This is an optimization exercise on Yosys and OpenROAD, whose aim is a short achievable clock period and few clock cycles per item, not a production implementation. Only simulation tests tie the RTL to the original design; equivalence was not proved. In every run shown here, the design's own scripts or RTL, not TritonCTS, make the clock network. The flow treats the clock pin as an ideal source. Dropping or thinning the clock tree relies on that and would not hold on a real chip. Power figures rest on the tool's default switching activity, not on a simulated workload.

==> design.v <==
module consolls_core (
    input  wire        clk,
    input  wire        rst,
    input  wire        step_valid,
    output wire        step_ready,
    output wire        done,
    output reg         halted,
    output reg  [2:0]  cause,
    output reg  [15:0] fault_ip,
    output reg  [15:0] info,
    output reg  [2:0]  info_n,
    output reg         mem_req,
    output reg         mem_we,
    output reg  [15:0] mem_addr,
    output reg  [7:0]  mem_wdata,
    input  wire        mem_ready,
    input  wire [7:0]  mem_rdata
);
    localparam [2:0] C_NONE  = 3'd0,
                     C_OOB   = 3'd1,
                     C_INVOP = 3'd2,
                     C_DIV0  = 3'd3,
                     C_SHIFT = 3'd4;
    localparam integer J_R0  = 0,  J_R1  = 1,  J_T   = 2,
                       J_F1L = 3,  J_F1H = 4,  J_F2L = 5,  J_F2H = 6,
                       J_F3L = 7,  J_F3H = 8,
                       J_XL  = 9,  J_XH  = 10, J_YL  = 11, J_YH  = 12,
                       J_PL  = 13, J_PH  = 14,
                       J_WIL = 15, J_WIH = 16, J_WRL = 17, J_WRH = 18;
    localparam integer NJ = 19;
    reg st_idle, st_run, st_done;
    reg clr;               
    assign step_ready = st_idle;
    assign done       = st_done;
    reg [NJ-1:0] iss;      
    reg [14:0]   vld;      
    reg [NJ-1:0] rone;     
    reg [14:0]   pone;     
    reg          pfwd;     
    reg          psel;     
    reg [15:0] ip;
    reg [7:0]  tag;
    reg [15:0] f1, f2, f3;
    reg [15:0] x, y, p;
    reg [15:0] fa;         
    reg clsv;
    reg d_bad, d_wide, d_w3, d_w5, d_w7;
    reg d_bin, d_add, d_sub, d_mul, d_div, d_and, d_or, d_xor;
    reg d_not, d_lsh, d_rsh, d_jumpv, d_jump, d_cjump, d_cmp, d_setv;
    reg d_copy, d_get, d_set, d_nop;
    reg [2:0] d_width;
    wire [7:0] tb = mem_rdata;
    always @(posedge clk) begin
        if (pone[J_T]) begin
            d_bad   <= !((tb >= 8'h01) && (tb <= 8'h20));
            d_wide  <= (tb >= 8'h08 && tb <= 8'h0E) || tb == 8'h15 || tb == 8'h17 ||
                       tb == 8'h19 || tb == 8'h1B || tb == 8'h1D || tb == 8'h1F;
            d_bin   <= (tb >= 8'h01) && (tb <= 8'h0E);
            d_add   <= tb == 8'h01 || tb == 8'h08;
            d_sub   <= tb == 8'h02 || tb == 8'h09;
            d_mul   <= tb == 8'h03 || tb == 8'h0A;
            d_div   <= tb == 8'h04 || tb == 8'h0B;
            d_and   <= tb == 8'h05 || tb == 8'h0C;
            d_or    <= tb == 8'h06 || tb == 8'h0D;
            d_xor   <= tb == 8'h07 || tb == 8'h0E;
            d_not   <= tb == 8'h0F;
            d_lsh   <= tb == 8'h10;
            d_rsh   <= tb == 8'h11;
            d_jumpv <= tb == 8'h12;
            d_jump  <= tb == 8'h13;
            d_cjump <= tb == 8'h14 || tb == 8'h15;
            d_cmp   <= tb == 8'h16 || tb == 8'h17;
            d_setv  <= tb == 8'h18 || tb == 8'h19;
            d_copy  <= tb == 8'h1A || tb == 8'h1B;
            d_get   <= tb == 8'h1C || tb == 8'h1D;
            d_set   <= tb == 8'h1E || tb == 8'h1F;
            d_nop   <= tb == 8'h20;
            d_w3    <= (tb >= 8'h01) && (tb <= 8'h1F);
            d_w5    <= (tb >= 8'h01) && (tb <= 8'h1F) && tb != 8'h12 && tb != 8'h13;
            d_w7    <= ((tb >= 8'h01) && (tb <= 8'h0E)) || tb == 8'h10 || tb == 8'h11 ||
                       (tb >= 8'h14 && tb <= 8'h17);
            case (tb)
                8'h20:                         d_width <= 3'd1;
                8'h12, 8'h13:                  d_width <= 3'd3;
                8'h0F, 8'h18, 8'h19, 8'h1A,
                8'h1B, 8'h1C, 8'h1D, 8'h1E,
                8'h1F:                         d_width <= 3'd5;
                default:                       d_width <= 3'd7;
            endcase
        end
    end
    wire [2:0] nbytes = d_wide ? 3'd2 : 3'd1;
    wire [15:0] nip = ip + {13'd0, d_width};
    reg        ip_o3, ip_o5, ip_o7;       
    always @(posedge clk) begin
        ip_o3 <= ({1'b0, ip} + 17'd3) > 17'h04000;
        ip_o5 <= ({1'b0, ip} + 17'd5) > 17'h04000;
        ip_o7 <= ({1'b0, ip} + 17'd7) > 17'h04000;
    end
    wire ipv  = vld[J_R0] & vld[J_R1];
    wire fv1  = vld[J_F1L] & vld[J_F1H];
    wire fv2  = vld[J_F2L] & vld[J_F2H];
    wire fv3  = vld[J_F3L] & vld[J_F3H];
    wire pv   = vld[J_PL] & vld[J_PH];
    function oob;
        input [15:0] a;
        input        two;
        begin
            oob = (a[15:14] != 2'b00) || (two && a[13:0] == 14'h3FFF);
        end
    endfunction
    wire go = clsv & ~d_bad;
    wire use_x  = go & (d_bin | d_cmp | d_not | d_lsh | d_rsh | d_jump |
                        d_cjump | d_copy | d_get | d_set);
    wire use_x2 = use_x & (d_wide | d_jump);
    wire use_y  = go & (d_bin | d_cmp | d_cjump);
    wire use_y2 = use_y & d_wide;
    wire use_p  = go & (d_get | d_set);
    wire xall = vld[J_XL] & (vld[J_XH] | ~use_x2);
    wire yall = vld[J_YL] & (vld[J_YH] | ~use_y2);
    wire [15:0] xbase = d_get ? p : f1;
    wire [15:0] pbase = d_get ? f1 : f2;
    wire        xbv   = d_get ? pv : fv1;
    wire        pbv   = d_get ? fv1 : fv2;
    wire [15:0] fa1    = fa + 16'd1;
    wire        fa1_in = (fa[15:14] == 2'b00) && (fa[13:0] != 14'h3FFF);
    wire [15:0] ma1    = mem_addr + 16'd1;
    wire        ma1_in = (mem_addr[15:14] == 2'b00) && (mem_addr[13:0] != 14'h3FFF);
    reg hnext;             
    reg [NJ-1:0] hjob;     
    wire t_direct = pone[J_R1];
    wire dx_direct = ((d_get & pone[J_PH]) | (d_jump & pone[J_F1H])) & use_x & ~iss[J_XL];
    wire dp_direct = ((d_get & pone[J_F1H]) | (d_set & pone[J_F2H])) & use_p & ~iss[J_PL];
    reg [14:0] need;
    reg [14:0] rdy;
    always @(*) begin
        need = 15'd0;
        rdy  = 15'd0;
        need[J_R0]  = 1'b1;               rdy[J_R0]  = 1'b1;
        need[J_R1]  = 1'b1;               rdy[J_R1]  = 1'b1;
        need[J_T]   = 1'b1;               rdy[J_T]   = ipv & (ip[15:14] == 2'b00);
        need[J_F1L] = ~clsv | (~d_bad & d_w3);
        need[J_F1H] = ~clsv | (~d_bad & d_w3);
        need[J_F2L] = go & d_w5;
        need[J_F2H] = go & d_w5 & ~(d_setv & ~d_wide);
        need[J_F3L] = go & d_w7;
        need[J_F3H] = go & d_w7;
        rdy[J_F1L]  = ipv & fa1_in;
        rdy[J_F1H]  = ipv & fa1_in;
        rdy[J_F2L]  = ipv & fa1_in;
        rdy[J_F2H]  = ipv & fa1_in;
        rdy[J_F3L]  = ipv & fa1_in;
        rdy[J_F3H]  = ipv & fa1_in;
        need[J_XL]  = use_x;              rdy[J_XL]  = xbv & (xbase[15:14] == 2'b00);
        need[J_XH]  = use_x2;             rdy[J_XH]  = 1'b0;    
        need[J_YL]  = use_y;              rdy[J_YL]  = fv2 & (f2[15:14] == 2'b00);
        need[J_YH]  = use_y2;             rdy[J_YH]  = 1'b0;
        need[J_PL]  = use_p;              rdy[J_PL]  = pbv & (pbase[15:14] == 2'b00);
        need[J_PH]  = use_p;              rdy[J_PH]  = 1'b0;
    end
    wire reads_issued = ~|(need & ~iss[14:0]);
    wire o1_1 = oob(f1, 1'b0), o1_2 = oob(f1, 1'b1), o1_n = oob(f1, d_wide);
    wire o2_1 = oob(f2, 1'b0), o2_2 = oob(f2, 1'b1), o2_n = oob(f2, d_wide);
    wire o3_1 = oob(f3, 1'b0),                       o3_n = oob(f3, d_wide);
    wire op_n = oob(p, d_wide);
    reg        c_en  [0:3];
    reg        c_v   [0:3];
    reg        c_f   [0:3];
    reg [2:0]  c_c   [0:3];
    reg [15:0] c_i   [0:3];
    reg [2:0]  c_n   [0:3];
    task setchk;
        input integer k;
        input         v;
        input         f;
        input [15:0]  a;
        input [2:0]   n;
        begin
            c_en[k] = 1'b1;
            c_v[k]  = v;
            c_f[k]  = f;
            c_c[k]  = C_OOB;
            c_i[k]  = a;
            c_n[k]  = n;
        end
    endtask
    integer k;
    always @(*) begin
        for (k = 0; k < 4; k = k + 1) begin
            c_en[k] = 1'b0; c_v[k] = 1'b0; c_f[k] = 1'b0;
            c_c[k] = C_NONE; c_i[k] = 16'd0; c_n[k] = 3'd0;
        end
        if (d_bin || d_cmp) begin
            setchk(0, fv1, o1_n, f1, nbytes);
            setchk(1, fv2, o2_n, f2, nbytes);
            setchk(2, fv3, o3_n, f3, nbytes);
            c_en[3] = d_div; c_v[3] = yall; c_f[3] = (y == 16'd0);
            c_c[3]  = C_DIV0;
        end else if (d_not) begin
            setchk(0, fv1, o1_1, f1, 3'd1);
            setchk(1, fv2, o2_1, f2, 3'd1);
        end else if (d_lsh || d_rsh) begin
            setchk(0, fv1, o1_1, f1, 3'd1);
            setchk(1, fv3, o3_1, f3, 3'd1);
            c_en[2] = 1'b1; c_v[2] = fv2; c_f[2] = (f2 > 16'd8);
            c_c[2]  = C_SHIFT; c_i[2] = f2;
        end else if (d_jump) begin
            setchk(0, fv1, o1_2, f1, 3'd2);
        end else if (d_cjump || d_copy) begin
            setchk(0, fv1, o1_n, f1, nbytes);
            setchk(1, fv2, o2_n, f2, nbytes);
        end else if (d_setv) begin
            setchk(0, fv1, o1_n, f1, nbytes);
        end else if (d_get) begin
            setchk(0, fv1, o1_2, f1, 3'd2);
            setchk(1, pv,  op_n, p,  nbytes);
            setchk(2, fv2, o2_n, f2, nbytes);
        end else if (d_set) begin
            setchk(0, fv1, o1_n, f1, nbytes);
            setchk(1, fv2, o2_2, f2, 3'd2);
            setchk(2, pv,  op_n, p,  nbytes);
        end
    end
    wire ip_oob    = ip[15:14] != 2'b00;
    wire fetch_oob = (d_w7 & ip_o7) | (d_w5 & ~d_w7 & ip_o5) | (d_w3 & ~d_w5 & ip_o3);
    reg        dec_ok, dec_fail;
    reg [2:0]  d_cause;
    reg [15:0] d_info;
    reg [2:0]  d_n;
    reg        stop;
    always @(*) begin
        dec_ok = 1'b0; dec_fail = 1'b0;
        d_cause = C_NONE; d_info = 16'd0; d_n = 3'd0;
        stop = 1'b0;
        if (!ipv) begin
            stop = 1'b1;
        end else if (ip_oob) begin
            dec_fail = 1'b1; d_cause = C_OOB; d_info = ip; d_n = 3'd1;
        end else if (!clsv) begin
            stop = 1'b1;
        end else if (d_bad) begin
            dec_fail = 1'b1; d_cause = C_INVOP; d_info = {8'd0, tag};
        end else if (fetch_oob) begin
            dec_fail = 1'b1; d_cause = C_OOB; d_info = ip + 16'd1;
            d_n = d_width - 3'd1;
        end else begin
            for (k = 0; k < 4; k = k + 1) begin
                if (!stop && !dec_fail && c_en[k]) begin
                    if (!c_v[k])
                        stop = 1'b1;
                    else if (c_f[k]) begin
                        dec_fail = 1'b1; d_cause = c_c[k];
                        d_info = c_i[k]; d_n = c_n[k];
                    end
                end
            end
            dec_ok = !stop && !dec_fail;
        end
    end
    reg        dv_busy, dv_done;
    reg [2:0]  dv_cnt;
    reg [15:0] dv_q;       
    reg [15:0] dv_r;       
    reg [19:0] dv_m [1:15];
    wire [19:0] dv_R = {dv_r, dv_q[15:12]};
    reg  [3:0]  dv_qd;
    reg  [15:0] dr_n;
    reg  [20:0] dv_t;
    integer m;
    always @(*) begin
        dv_qd = 4'd0;
        dr_n  = dv_R[15:0];
        for (m = 1; m < 16; m = m + 1) begin
            dv_t = {1'b0, dv_R} - {1'b0, dv_m[m]};
            if (!dv_t[20]) begin
                dv_qd = m[3:0];
                dr_n  = dv_t[15:0];
            end
        end
    end
    wire [15:0] dq_n = {dv_q[11:0], dv_qd};
    wire [15:0] prod = x * y;
    wire [15:0] shl = x << f2[3:0];
    wire [15:0] shr = x >> f2[3:0];
    wire        x_lt_y = x < y;
    wire        x_eq_y = x == y;
    reg [15:0] res;
    always @(*) begin
        res = x;                             
        if (d_add)   res = x + y;
        if (d_sub)   res = x - y;
        if (d_mul)   res = prod;
        if (d_div)   res = dv_q;
        if (d_and)   res = x & y;
        if (d_or)    res = x | y;
        if (d_xor)   res = x ^ y;
        if (d_not)   res = ~x;
        if (d_lsh)   res = shl;
        if (d_rsh)   res = shr;
        if (d_cmp)   res = x_lt_y ? 16'hFFFF : (x_eq_y ? 16'h0000 : 16'h0001);
        if (d_setv)  res = f2;
    end
    wire dst_en = d_bin | d_cmp | d_not | d_lsh | d_rsh | d_setv | d_copy |
                  d_get | d_set;
    wire [15:0] dst = (d_not | d_copy | d_get) ? f2 :
                      d_setv ? f1 :
                      d_set  ? p  : f3;
    wire res_lo_rdy = d_div ? dv_done :
                      d_cmp ? (xall & yall) :
                      d_bin ? (vld[J_XL] & vld[J_YL]) :
                      d_setv ? vld[J_F2L] :
                      vld[J_XL];
    wire res_hi_rdy = d_div ? dv_done :
                      d_setv ? vld[J_F2H] :
                      (xall & (yall | ~use_y));
    wire wd_direct_ok = d_setv & ~d_wide & pone[J_F2L];
    reg [15:0] newip;
    reg        nl_known, nh_known;
    always @(*) begin
        newip = nip;
        nl_known = 1'b1;
        nh_known = 1'b1;
        if (d_jumpv) begin
            newip = f1;
            nl_known = vld[J_F1L];
            nh_known = fv1;
        end else if (d_jump) begin
            newip = x;
            nl_known = vld[J_XL];
            nh_known = xall;
        end else if (d_cjump) begin
            if (x_eq_y) newip = f3;
            nl_known = xall & yall & vld[J_F3L];
            nh_known = xall & yall & fv3;
        end
    end
    reg         nx_req, nx_we, nx_fin, nx_wait, nx_wd_direct;
    reg  [NJ-1:0] nx;      
    reg         found;
    integer j, jj;
    always @(*) begin
        nx_req = 1'b0; nx_we = 1'b0; nx_fin = 1'b0; nx_wait = 1'b0;
        nx_wd_direct = 1'b0;
        nx = {NJ{1'b0}};
        found = 1'b0;
        if (hnext && hjob[J_WRH] && !res_hi_rdy) begin
            found = 1'b1;
            nx_wait = 1'b1;
        end else if (hnext) begin
            found = 1'b1;
            nx = hjob;
            nx_we = hjob[J_WRH];
            nx_req = hjob[J_WRH] | ma1_in;
        end else if (dx_direct) begin
            found = 1'b1; nx[J_XL] = 1'b1; nx_req = 1'b1;
        end else if (dp_direct) begin
            found = 1'b1; nx[J_PL] = 1'b1; nx_req = 1'b1;
        end else begin
            for (j = 0; j < 15; j = j + 1) begin
                if (d_cjump)
                    jj = (j < 7) ? j : (j < 11) ? j + 2 : (j < 13) ? j - 4 : j;
                else
                    jj = (j < 9) ? j : (j < 11) ? j + 4 : j - 2;
                if (!found && need[jj] && !iss[jj] && rdy[jj]) begin
                    found = 1'b1;
                    nx[jj] = 1'b1;
                    nx_req = 1'b1;
                end
            end
        end
        if (!found && reads_issued && dec_ok) begin
            nx_we = 1'b1;
            if (!iss[J_WIL] && !(nl_known && newip[7:0] == ip[7:0])) begin
                if (nl_known) begin
                    found = 1'b1; nx[J_WIL] = 1'b1; nx_req = 1'b1;
                end
            end else if (!iss[J_WIH] && !(nh_known && newip[15:8] == ip[15:8])) begin
                if (nh_known) begin
                    found = 1'b1; nx[J_WIH] = 1'b1; nx_req = 1'b1;
                end
            end else if (dst_en && !iss[J_WRL]) begin
                if (res_lo_rdy || wd_direct_ok) begin
                    found = 1'b1; nx[J_WRL] = 1'b1; nx_req = 1'b1;
                    nx_wd_direct = !res_lo_rdy;
                end
            end else if (!(dst_en && d_wide && !iss[J_WRH]))
                nx_fin = 1'b1;
        end
    end
    wire nx_l = nx[J_XL] | nx[J_YL] | nx[J_PL];
    wire nx_h = nx[J_XH] | nx[J_YH] | nx[J_PH] | nx[J_WRH];
    wire nx_f = nx[J_F1L] | nx[J_F1H] | nx[J_F2L] | nx[J_F2H] | nx[J_F3L] | nx[J_F3H];
    reg [15:0] nx_addr;
    always @(*) begin
        nx_addr = 16'd0;                      
        if (nx[J_R1] | nx[J_WIH]) nx_addr = 16'd1;
        if (nx[J_T])              nx_addr = ip;
        if (nx_f)                 nx_addr = fa1;
        if (nx_h)                 nx_addr = ma1;
        if (nx[J_XL])             nx_addr = xbase;
        if (nx[J_YL])             nx_addr = f2;
        if (nx[J_PL])             nx_addr = pbase;
        if (nx[J_WRL])            nx_addr = dst;
    end
    wire [7:0] nx_wdata = nx[J_WIL] ? newip[7:0] :
                          nx[J_WIH] ? newip[15:8] :
                          nx[J_WRL] ? res[7:0] : res[15:8];
    wire r_eff = rone[J_XL] | rone[J_XH] | rone[J_YL] | rone[J_YH] |
                 rone[J_PL] | rone[J_PH];
    wire rd_direct = t_direct | (!hnext & (dx_direct | dp_direct));
    wire [7:0] rd_lo = t_direct ? ip[7:0] :
                       dx_direct ? (d_get ? p[7:0] : f1[7:0]) :
                                   (d_get ? f1[7:0] : f2[7:0]);
    wire nx_hn = (nx[J_XL] & use_x2) | (nx[J_YL] & use_y2) | nx[J_PL] |
                 (nx[J_WRL] & d_wide);
    wire [NJ-1:0] nx_hjob = {nx[J_WRL], 3'b000, nx[J_PL], 1'b0, nx[J_YL], 1'b0,
                             nx[J_XL], 10'd0};
    wire [7:0] rbyte = pfwd ? (psel ? nip[15:8] : nip[7:0]) : mem_rdata;
    wire slot = !mem_req || mem_ready;
    always @(posedge clk) begin
        if (rst) begin
            st_idle  <= 1'b1;
            st_run   <= 1'b0;
            st_done  <= 1'b0;
            clr      <= 1'b1;
            halted   <= 1'b0;
            cause    <= C_NONE;
            fault_ip <= 16'd0;
            info     <= 16'd0;
            info_n   <= 3'd0;
            mem_req  <= 1'b0;
        end else if (st_idle) begin
            mem_req <= step_valid & ~halted;
            if (step_valid) begin
                st_idle <= 1'b0;
                st_done <= halted;
                st_run  <= ~halted;
                clr     <= halted;
            end
        end else if (st_done) begin
            st_done <= 1'b0;
            st_idle <= 1'b1;
        end else if (dec_fail) begin
            halted   <= 1'b1;
            cause    <= d_cause;
            fault_ip <= ip;
            info     <= d_info;
            info_n   <= d_n;
            mem_req  <= 1'b0;
            st_run   <= 1'b0;
            st_done  <= 1'b1;
            clr      <= 1'b1;
        end else if (slot) begin
            if (nx_fin) begin
                mem_req <= 1'b0;
                st_run  <= 1'b0;
                st_done <= 1'b1;
                clr     <= 1'b1;
            end else if (rd_direct)
                mem_req <= (rbyte[7:6] == 2'b00);
            else if (nx_wait)
                mem_req <= 1'b0;
            else
                mem_req <= nx_req;
        end
    end
    always @(posedge clk) begin
        pone <= (mem_req & mem_ready & ~mem_we) ? rone[14:0] : 15'd0;
        pfwd <= r_eff & (mem_addr[15:1] == 15'd0);
        psel <= mem_addr[0];
        if (clr) begin
            mem_we   <= 1'b0;
            mem_addr <= 16'd0;
            mem_wdata <= 8'd0;
            rone     <= 19'd1;
            hnext    <= 1'b0;
            iss      <= 19'd1;
            vld      <= 15'd0;
            x        <= 16'd0;
            y        <= 16'd0;
            p        <= 16'd0;
            clsv     <= 1'b0;
            dv_busy  <= 1'b0;
            dv_done  <= 1'b0;
        end else begin
            clsv <= vld[J_T] | pone[J_T];
            if (slot && !nx_wait) begin
                mem_we    <= nx_we;
                mem_addr  <= rd_direct ? {rbyte, rd_lo} : nx_addr;
                mem_wdata <= nx_wd_direct ? rbyte : nx_wdata;
                rone      <= t_direct ? (19'd1 << J_T) : nx;
                hnext     <= nx_hn & ~t_direct;
                hjob      <= nx_hjob;
                iss       <= iss | (t_direct ? (19'd1 << J_T) : nx);
                if (t_direct)
                    fa <= {mem_rdata, ip[7:0]};
                else if (nx[J_T] | nx_f)
                    fa <= nx_addr;
            end
            for (k = 0; k < 15; k = k + 1)
                if (pone[k]) vld[k] <= 1'b1;
            if (pone[J_R0])  ip[7:0]  <= rbyte;
            if (pone[J_R1])  ip[15:8] <= rbyte;
            if (pone[J_T])   tag      <= rbyte;
            if (pone[J_F1L]) f1[7:0]  <= rbyte;
            if (pone[J_F1H]) f1[15:8] <= rbyte;
            if (pone[J_F2L]) f2[7:0]  <= rbyte;
            if (pone[J_F2H]) f2[15:8] <= rbyte;
            if (pone[J_F3L]) f3[7:0]  <= rbyte;
            if (pone[J_F3H]) f3[15:8] <= rbyte;
            if (pone[J_XL])  x[7:0]   <= rbyte;
            if (pone[J_XH])  x[15:8]  <= rbyte;
            if (pone[J_YL])  y[7:0]   <= rbyte;
            if (pone[J_YH])  y[15:8]  <= rbyte;
            if (pone[J_PL])  p[7:0]   <= rbyte;
            if (pone[J_PH])  p[15:8]  <= rbyte;
            if (st_run && d_div && clsv && xall && yall && !dv_busy && !dv_done &&
                y != 16'd0) begin
                dv_busy <= 1'b1;
                dv_cnt  <= d_wide ? 3'd4 : 3'd2;
                dv_q    <= d_wide ? x : {x[7:0], 8'd0};
                dv_r    <= 16'd0;
                for (m = 1; m < 16; m = m + 1)
                    dv_m[m] <= y * m[3:0];
            end else if (dv_busy) begin
                dv_q   <= dq_n;
                dv_r   <= dr_n;
                dv_cnt <= dv_cnt - 3'd1;
                if (dv_cnt == 3'd1) begin
                    dv_busy <= 1'b0;
                    dv_done <= 1'b1;
                end
            end
        end
    end
endmodule
==> flow/run.sh <==
#!/bin/bash
set -euo pipefail
bash standard.sh SETUP_SLACK_MARGIN=23 PRE_CTS_TCL="$PWD/flow/pre_cts.tcl" finish > standard_flow.log 2>&1
==> flow/pre_cts.tcl <==
# Sourced by ORFS's CTS step before clock_tree_synthesis (PRE_CTS_TCL).
# Builds a two-level clock tree (four buffers at the clock port, each
# driving the buffers of its share of the flip-flop clusters) in place of
# TritonCTS's three-level H-tree, so the clock reaches every register
# sooner, and then makes the step's clock_tree_synthesis call a no-op.
source [file join [file dirname [info script]] pre_cts_tree.tcl]
set nsinks [llength [[[ord::get_db_block] findNet clk] getITerms]]
set nleaf [expr {max(4, int(round($nsinks / 16.0)))}]
my_cts $nleaf 4
set_propagated_clock [all_clocks]
rename clock_tree_synthesis tritoncts_unused
proc clock_tree_synthesis {args} { puts "clock tree built by pre_cts.tcl" }
==> flow/pre_cts_tree.tcl <==
proc kmeans_cap {xs ys nclu slack} {
  set n [llength $xs]
  set order [lsort -integer -indices $xs]
  set cx {}; set cy {}
  for {set k 0} {$k < $nclu} {incr k} {
    set i [lindex $order [expr {int(($k + 0.5) * $n / $nclu)}]]
    lappend cx [lindex $xs $i]; lappend cy [lindex $ys $i]
  }
  set cap [expr {int(ceil($slack * $n / $nclu))}]
  for {set iter 0} {$iter < 30} {incr iter} {
    set cnt [lrepeat $nclu 0]
    set asg [lrepeat $n -1]
    set pairs {}
    for {set i 0} {$i < $n} {incr i} {
      set x [lindex $xs $i]; set y [lindex $ys $i]
      for {set k 0} {$k < $nclu} {incr k} {
        lappend pairs [list [expr {abs($x - [lindex $cx $k]) + abs($y - [lindex $cy $k])}] $i $k]
      }
    }
    foreach p [lsort -integer -index 0 $pairs] {
      lassign $p d i k
      if {[lindex $asg $i] >= 0} continue
      if {[lindex $cnt $k] >= $cap} continue
      lset asg $i $k
      lset cnt $k [expr {[lindex $cnt $k] + 1}]
    }
    set sx [lrepeat $nclu 0]; set sy [lrepeat $nclu 0]
    for {set i 0} {$i < $n} {incr i} {
      set k [lindex $asg $i]
      lset sx $k [expr {[lindex $sx $k] + [lindex $xs $i]}]
      lset sy $k [expr {[lindex $sy $k] + [lindex $ys $i]}]
    }
    for {set k 0} {$k < $nclu} {incr k} {
      set c [lindex $cnt $k]
      if {$c > 0} {
        lset cx $k [expr {[lindex $sx $k] / $c}]
        lset cy $k [expr {[lindex $sy $k] / $c}]
      }
    }
  }
  return [list $asg $cx $cy $cnt]
}

proc my_cts {nleaf nmid} {
  set block [ord::get_db_block]
  set db [ord::get_db]
  set clk [$block findNet clk]
  set master [$db findMaster sky130_fd_sc_hd__clkbuf_16]
  set sinks {}
  set xs {}
  set ys {}
  foreach it [$clk getITerms] {
    set inst [$it getInst]
    set bb [$inst getBBox]
    lappend sinks $it
    lappend xs [expr {([$bb xMin] + [$bb xMax]) / 2}]
    lappend ys [expr {([$bb yMin] + [$bb yMax]) / 2}]
  }
  set n [llength $sinks]
  lassign [kmeans_cap $xs $ys $nleaf 1.15] asg cx cy cnt
  lassign [kmeans_cap $cx $cy $nmid 1.0] masg mx my mcnt
  # the clock port drives nmid buffers, each at the centre of its leaves
  set mnets {}
  for {set m 0} {$m < $nmid} {incr m} {
    set b [odb::dbInst_create $block $master clkbuf_mid_$m]
    $b setLocation [expr {int([lindex $mx $m])}] [expr {int([lindex $my $m])}]
    $b setPlacementStatus PLACED
    set net [odb::dbNet_create $block clknet_mid_$m]
    $net setSigType CLOCK
    [$b findITerm A] connect $clk
    [$b findITerm X] connect $net
    lappend mnets $net
  }
  set lnets {}
  for {set k 0} {$k < $nleaf} {incr k} {
    set b [odb::dbInst_create $block $master clkbuf_leaf_$k]
    $b setLocation [expr {int([lindex $cx $k])}] [expr {int([lindex $cy $k])}]
    $b setPlacementStatus PLACED
    set net [odb::dbNet_create $block clknet_leaf_$k]
    $net setSigType CLOCK
    [$b findITerm A] connect [lindex $mnets [lindex $masg $k]]
    [$b findITerm X] connect $net
    lappend lnets $net
  }
  for {set i 0} {$i < $n} {incr i} {
    set it [lindex $sinks $i]
    $it disconnect
    $it connect [lindex $lnets [lindex $asg $i]]
  }
  puts "my_cts: $n sinks, $nleaf leaves of sizes $cnt, $nmid buffers at the port driving $mcnt leaves"
}
==> standard.sh <==
#!/bin/bash
# synth_recipe.tcl (not shown) runs the flow's synth.tcl, then flattens the netlist and writes it again
# the make line also repeats each setting of config.mk as NAME=value (left out here)
make -C /OpenROAD-flow-scripts/flow DESIGN_CONFIG=/design/flow/config.mk WORK_HOME=/design/flow/orfs CLKGATE_MAP_FILE= SYNTH_SCRIPT=/design/flow/synth_recipe.tcl "${@:-finish}"
==> config.mk <==
export PLATFORM = sky130hd
export DESIGN_NAME = consolls_core
export DESIGN_NICKNAME = consolls_core
export VERILOG_FILES = /design/flow/design.v
export SDC_FILE = /design/flow/constraint.sdc
export NUM_CORES = 4
export LEC_CHECK = 0
export CAP_MARGIN = 20
export CORE_MARGIN = 2
export CORE_UTILIZATION = 40
export SLEW_MARGIN = 20
==> constraint.sdc <==
create_clock -name core_clock -period 28.0 [get_ports {clk}]
set_input_delay 5.6000 -clock core_clock [delete_from_list [all_inputs] [get_ports {clk}]]
set_output_delay 5.6000 -clock core_clock [all_outputs]
set_load 0.01 [all_outputs]
==> results of run 1 <==
routing by layer:
metal | up-vias | wire length (um)
met2 | 3026 | 106000
met4 | 6 | 18600
met1 | 24800 | 87300
met3 | 863 | 22400
met5 | - | 38
li1 | 22600 | -
worst max-delay path, stage by stage:
cell      delay [ps]
buf_6             90
nand2b_4         150
buf_12           130
nand2_8           70
buf_12           140
nor2_4            50
buf_4            160
and3_4           210
a22oi_2          120
nor2_1            50
synth_stat cells (82+ instances only):
| master | number |
|---|---|
| ha_1 | 505 |
| a21o_1 | 106 |
| nor3_1 | 174 |
| dfxtp_1 | 190 |
| inv_1 | 527 |
| xnor2_1 | 240 |
| nand2_1 | 493 |
| fa_1 | 164 |
| clkbuf_1 | 283 |
| a21oi_1 | 473 |
| nor2_1 | 560 |
| nand3_1 | 132 |
| o21a_1 | 82 |
| a211oi_1 | 131 |
| o21ai_0 | 336 |
| edfxtp_1 | 288 |
| xor2_1 | 122 |
layout make-up:
cell class                 count  area share
antenna                        5    0.000210
buffer                        34      0.0143
inverter                     541      0.0367
multi-input combinational   4777       0.613
sequential                   478       0.212
tap                         1650      0.0346
timing repair buffer         503      0.0884
timing repair inverter         4    0.000504
logic make-up (layout without fill, tap and decap cells):
kind of cell	after synthesis	in the layout	share of synthesized area
other	0	5	0
adders and majority gates	669	669	0.191
AOI/OAI and AO/OA	1828	1828	0.242
and+or+nand+nor	1812	1815	0.168
buffers and inverters	868	1082	0.0656
muxes	103	103	0.0224
DFF	478	478	0.248
xor gates and xnor gates	362	362	0.0630
final timing paths:
check                           cells after the start  slack [ps]           end  startpoint
worst max-delay path                               10       21460      rone[14]   mem_ready
worst min-delay path                                2         460          clsv      vld[2]
worst max register to register                     21       21650  mem_wdata[7]        y[7]
worst min register to register                      2         460          clsv      vld[2]
report_power, final:
part	switching (W)	internal [W]
Sequential	0.00000663	0.000739
Clock	0.000251	0.000216
Combinational	0.0000526	0.0000458
Total	0.000310	0.00100
metrics by stage:
| step | hold WS (ps) | setup WS, ps | std cells | utilization | power, W |
|---|---|---|---|---|---|
| after floorplan | 415 | 21420 | 6120 | - | 0.000794 |
| after global placement | 434 | 20220 | 7694 | 0.430 | 0.000810 |
| after detailed placement | 440 | 20190 | 7695 | 0.430 | 0.000810 |
| after CTS | 463 | 21500 | 7913 | 0.466 | 0.00131 |
| after global routing | 478 | 21430 | 7987 | 0.476 | 0.00134 |
| final | 463 | 21460 | 7992 | 0.476 | 0.00131 |
what timing repair did:
item | in CTS | in global routing
cloned | 23 | 2
buffers inserted | 161 | 72
gates resized for setup | 799 | 157
hold buffers | 0 | 0
pin swaps | 80 | 41
endpoints found under the hold margin | 0 | 0
setup endpoints to repair | 466 | 456
==> flow_summary.json, run 1 <==
{
  "grt_max_degree": 76,
  "largest_register_ffs": 135,
  "finalHoldViolations": 0,
  "synth_area_leader_cell": "edfxtp_1",
  "ys_ff_latch": 478,
  "maxCapViolCount": 0,
  "rsz0062_at_grt": "yes",
  "p_per_area_mw_per_mm2": 22.0,
  "clk_pin_slew_ps": 80,
  "cp-start-kind": "input pin",
  "fin_crit_sh": 0.233,
  "wl_um": 234000,
  "die_h_um": 359,
  "worstHoldPathType": "reg2reg",
  "nNetsFinal": 7020,
  "vias_per_cell": 6.41,
  "synth_cells": 6120,
  "maxSlewViolCount": 0,
  "fin_area_mm2": 0.0596,
  "vdd_ir_drop_max_mv": 0.0297,
  "synth_ff_type": "edfxtp_1",
  "n_fill_cell": 12100,
  "use_met3": 0.0679,
  "syn2layout_area_growth_pct": 18.6,
  "grt_pass1_vias": 49400,
  "grt_pass1_wl_um": 334000,
  "async_flop_share": 0,
  "dieArea_mm2": 0.129,
  "route.detailed.wl_per_inst_um": 29.3,
  "cp.required_ps": 28260,
  "period_needed_ps": 6540,
  "critPathMaxFanout": 6,
  "leakage_nw": 24.3,
  "dp_hpwl_um": 171000,
  "overflow": 0,
  "drt-initial-drc-count": 5766,
  "dr.pass1.iters": 11,
  "setup_viol_count_final": 0,
  "synthDominantCellAreaShare": 0.172,
  "placementRows": 130,
  "status": "finished clean",
  "clkLatencyLatePin_ps": 420,
  "criticalPathCategory": "in2reg",
  "fmax_ghz": 0.153,
  "worst_pin_slew_ps": 1200,
  "grtUsageMet1": 0.425,
  "synth_edf_count": 288,
  "final_common_cell": "nor2_1",
  "grt_antenna_before_repair": 9,
  "synth_nets": 6801,
  "track_usage": 0.350,
  "syn_area_mm2": 0.0503,
  "layout_common_cells": "nor2_1 (535), inv_1 (503), ha_1 (487)",
  "ys_seq_area_frac": 0.248,
  "die_w_um": 359,
  "finalClockSkew_ps": 57.9,
  "start_util": 0.402,
  "port-buffer-count": 78,
  "ios": 79,
  "top_regs": "dv_m x135, iss x19",
  "largest_register": "dv_m",
  "tns_ps": 0,
  "synth_warnings": 8,
  "maxSlewHeadroom": 0.179,
  "post_dp_cell_area_mm2": 0.0539,
  "synthTopCellsByArea": "edfxtp_1 (17%), ha_1 (13%), dfxtp_1 (7.6%)",
  "synth_cell_types": 95,
  "crit_path_end_kind": "flip-flop",
  "busiest_layer": "met2",
  "regArea_mm2": 0.0126,
  "core-area_mm2": 0.125,
  "drcViolationCount": 0,
  "vias": 51200,
  "final_antenna_net_count": 0,
  "use_met2": 0.570,
  "place.gp.congestion": 1.06,
  "critPathArrivalTime_ps": 6790,
  "synth_area_per_cell_um2": 8.22,
  "drive_above_1_share": 0.170,
  "multi_input_area_mm2": 0.0366
}
Testbench counts, summed over its fixed seeds: cycles 175,164, steps 9,600.
==> run 2: changes to the inputs <==
--- a/config.mk
+++ b/config.mk
@@ -8,4 +8,5 @@
 export CAP_MARGIN = 20
 export CORE_MARGIN = 2
-export CORE_UTILIZATION = 40
+export CORE_UTILIZATION = 50
+export PLACE_DENSITY = 0.7
 export SLEW_MARGIN = 20
==> run 2 against run 1 <==
Net effect:
- largest cell class unchanged
- global-route usage up 11 points
- combinational power up 12%
- setup slack worse by 20 ps
- still clean on timing, DRC and antenna
- largest power group unchanged
- via count up 4.2%
- register-to-register slack better by 150 ps
- maximum frequency down 0.31%
- routed wire length up 6.7%
- die area down 20%
- hold slack worse by 4.4 ps
==> flow_summary.json, run 2 <==
{
  "status": "finished clean",
  "r2r_slack_ps": 21800,
  "cp_cell_sequence": "buf_6",
  "placementRows": 116,
  "ios": 79,
  "top_regs": "dv_m x135, iss x19",
  "ys_ff_latch": 478,
  "ys_seq_area_frac": 0.248,
  "layout_common_cells": "nor2_1 (531), inv_1 (507), ha_1 (485)",
  "synth_cell_types": 95,
  "dp_hpwl_um": 177000,
  "die_w_um": 321,
  "grt_max_degree": 70,
  "maxSlewViolCount": 0,
  "p_int_w": 0.00100,
  "syn2layout_area_growth_pct": 19.4,
  "place.gp.congestion": 1.11,
  "cp.required_ps": 22400,
  "start_util": 0.504,
  "critPathArrivalTime_ps": 960,
  "grt_pass1_wl_um": 352000,
  "clkPwrFrac": 0.358,
  "timing.rr.end": "mem_wdata[7]",
  "vias": 53400,
  "nNetsFinal": 7053,
  "pwr-share-comb": 0.083,
  "synth_area_leader_cell": "edfxtp_1",
  "clk_pin_slew_ps": 90,
  "wl_um": 249000,
  "grt_pass1_vias": 51200,
  "clkLatencyLatePin_ps": 420,
  "period_needed_ps": 6560,
  "synth_xor_area_frac": 0.0630,
  "tns_ps": 0,
  "maxSlewHeadroom": 0.143,
  "yosysMostFrequentCell": "nor2_1",
  "async_flop_share": 0,
  "route.detailed.wl_per_inst_um": 32.5,
  "switching_power_w": 0.000328,
  "syn_area_mm2": 0.0503,
  "drive_above_1_share": 0.179,
  "largest_register": "dv_m",
  "vdd_ir_drop_max_mv": 0.0391,
  "synth_cells": 6120,
  "synthTopCellsByArea": "edfxtp_1 (17%), ha_1 (13%), dfxtp_1 (7.6%)",
  "synthDominantCellAreaShare": 0.172,
  "r2r-start": "y[5]",
  "synth_area_per_cell_um2": 8.22,
  "cp.depth": 1,
  "fin_area_mm2": 0.0600,
  "track_usage": 0.465,
  "maxCapViolCount": 0,
  "critPathMaxFanout": 2,
  "post_dp_cell_area_mm2": 0.0533,
  "leakage_nw": 24.6,
  "criticalPathCategory": "reg2out",
  "critPathBufInv": 1,
  "worst_pin_slew_ps": 1280,
  "ctsHoldBuffers": 0,
  "fmax_ghz": 0.153,
  "p_seq_frac": 0.559,
  "port-buffer-count": 78,
  "final_common_cell": "nor2_1",
  "vias_per_cell": 6.95,
  "dr.pass1.iters": 8,
  "crit_family": "flip-flops",
  "finalClockSkew_ps": 79.6,
  "synth_edf_count": 288,
  "synth_ff_type": "edfxtp_1",
  "die_h_um": 321,
  "p_total_w": 0.00133,
  "crit_path_top_delay_cell": "dfxtp_4",
  "overflow": 0,
  "fin_crit_sh": 0.234,
  "worstHoldPathType": "reg2reg",
  "largest_register_ffs": 135,
  "p_per_area_mw_per_mm2": 22.2,
  "crit_start": "mem_addr[8]",
  "yosys-mux-area-fraction": 0.0224,
  "drcViolationCount": 0,
  "synth_compound_area_frac": 0.242,
  "dieArea_mm2": 0.103,
  "final_antenna_net_count": 0,
  "setup_viol_count_final": 0,
  "slowest_delay_ps": 420,
  "crit_path_end_kind": "output port",
  "finalHoldViolations": 0,
  "n_fill_cell": 8760,
  "synth_nets": 6801,
  "synth_warnings": 8,
  "yosys.area_share.simple": 0.168,
  "endpoint": "mem_addr[8]",
  "sw_frac_of_total": 0.246,
  "grt_antenna_before_repair": 10,
  "yosys.area_share.adder": 0.191,
  "drt-initial-drc-count": 6878,
  "finalCoreUtilization": 0.601,
  "synth_top_family_by_area": "compound AO/OA/AOI/OAI gates",
  "rsz0062_at_grt": "yes",
  "reg2reg_depth": 19,
  "cp-start-kind": "flip-flop",
  "core-area_mm2": 0.0999,
  "synthTopCellsByCount": "nor2_1 (560), inv_1 (527), ha_1 (505), nand2_1 (493), a21oi_1 (473)"
}
-- run 2: cell counts after synthesis --
No cell type changed its count.
-- run 2: worst min-delay path by stage --
| stage | start | end | slack [ps] | cells after the start |
|---|---|---|---|---|
| finish | vld[2] | clsv | 460 | 2 |
| detailed placement | rone[7] | pone[7] | 440 | 1 |
| floorplan | mem_addr[0] | psel | 410 | 0 |
| CTS | rone[7] | rone[7] | 460 | 2 |
| global route | vld[10] | vld[10] | 480 | 2 |
| global placement | vld[2] | clsv | 430 | 2 |
-- run 2: layout make-up --
cell class,instances,area [um2],area share
Multi-Input combinational cell,4779,36800,0.614
Sequential cell,478,12600,0.211
Timing Repair Buffer,536,5870,0.0977
Inverter,541,2170,0.0362
Tap cell,1298,1620,0.0271
Buffer,34,851,0.0142
Antenna cell,8,20.0,0.000333
Timing Repair inverter,2,17.5,0.000292
-- run 2: power groups by stage --
stage | combinational (W) | sequential (W) | clock, W
after floorplan | 0.0000342 | 0.000759 | 0
after global placement | 0.0000491 | 0.000763 | 0
after detailed placement | 0.0000495 | 0.000763 | 0
after CTS | 0.0000931 | 0.000745 | 0.000470
after global routing | 0.000111 | 0.000745 | 0.000491
final | 0.000110 | 0.000745 | 0.000477
-- run 2: kinds of logic (layout without fill, tap and decap cells) --
| family | Yosys count | count (layout) |
|---|---|---|
| buf+inv | 868 | 1113 |
| mux | 103 | 103 |
| compound gates | 1828 | 1829 |
| simple gates | 1812 | 1816 |
| other cells | 0 | 8 |
| fa+ha+maj | 669 | 669 |
| xor+xnor | 362 | 362 |
| flops | 478 | 478 |
-- run 2: what timing repair did --
action                                  in CTS  in global routing
gates cloned                                29                  4
endpoints found under the setup margin     479                465
pin swaps                                   97                 67
gates resized for setup                    857                218
setup buffers                              187                 81
-- run 2: through the flow --
step,hold slack (ps),setup WS [ps],instances
final,459,21440,7676
after global routing,483,21450,7669
after CTS,456,21480,7580
after detailed placement,443,20060,7330
after global placement,433,19990,7330
after floorplan,415,21420,6120
-- run 2: metal layers --
metal | GRT usage | up-vias | part of all wire
li1 | - | 22600 | -
met1 | 0.538 | 25500 | 0.34
met2 | 0.716 | 3955 | 0.43
met3 | 0.147 | 1301 | 0.13
met4 | 0.358 | 13 | 0.098
met5 | 0 | - | 0.00051

## separate check: timing with driven ports
How much do the figures lean on ideal ports? The routed layouts below were timed once more, with nothing changed but the port constraints. Step 1 (the two cells are an assumption about what drives the block):
set clk [get_ports {clk}]
set_driving_cell -lib_cell sky130_fd_sc_hd__clkbuf_16 $clk
set_driving_cell -lib_cell sky130_fd_sc_hd__buf_2 [delete_from_list [all_inputs] $clk]
Step 2 also shifts input and output timing later by t, the mid clock arrival at the registers, as if the neighbouring blocks saw the same clock. Slacks: ideal / step 1 / step 2; pairs: ideal / step 1.
| run | t, ns | slack for setup (ns) | hold WS [ns] | latest minus earliest clock arrival (ns) |
|---|---|---|---|---|
| run 1 | 0.532 | 21.463 / 21.359 / 21.022 | 0.463 / 0.463 / 0.463 | 0.058 / 0.059 |
| run 2 | 0.557 | 21.443 / 21.271 / 21.071 | 0.459 / 0.459 / 0.459 | 0.081 / 0.081 |
After both steps setup and hold are still met in every run listed. For run 1, which loses most, drivers alone change the setup slack by -0.104 ns; drivers and shift together by -0.441 ns.
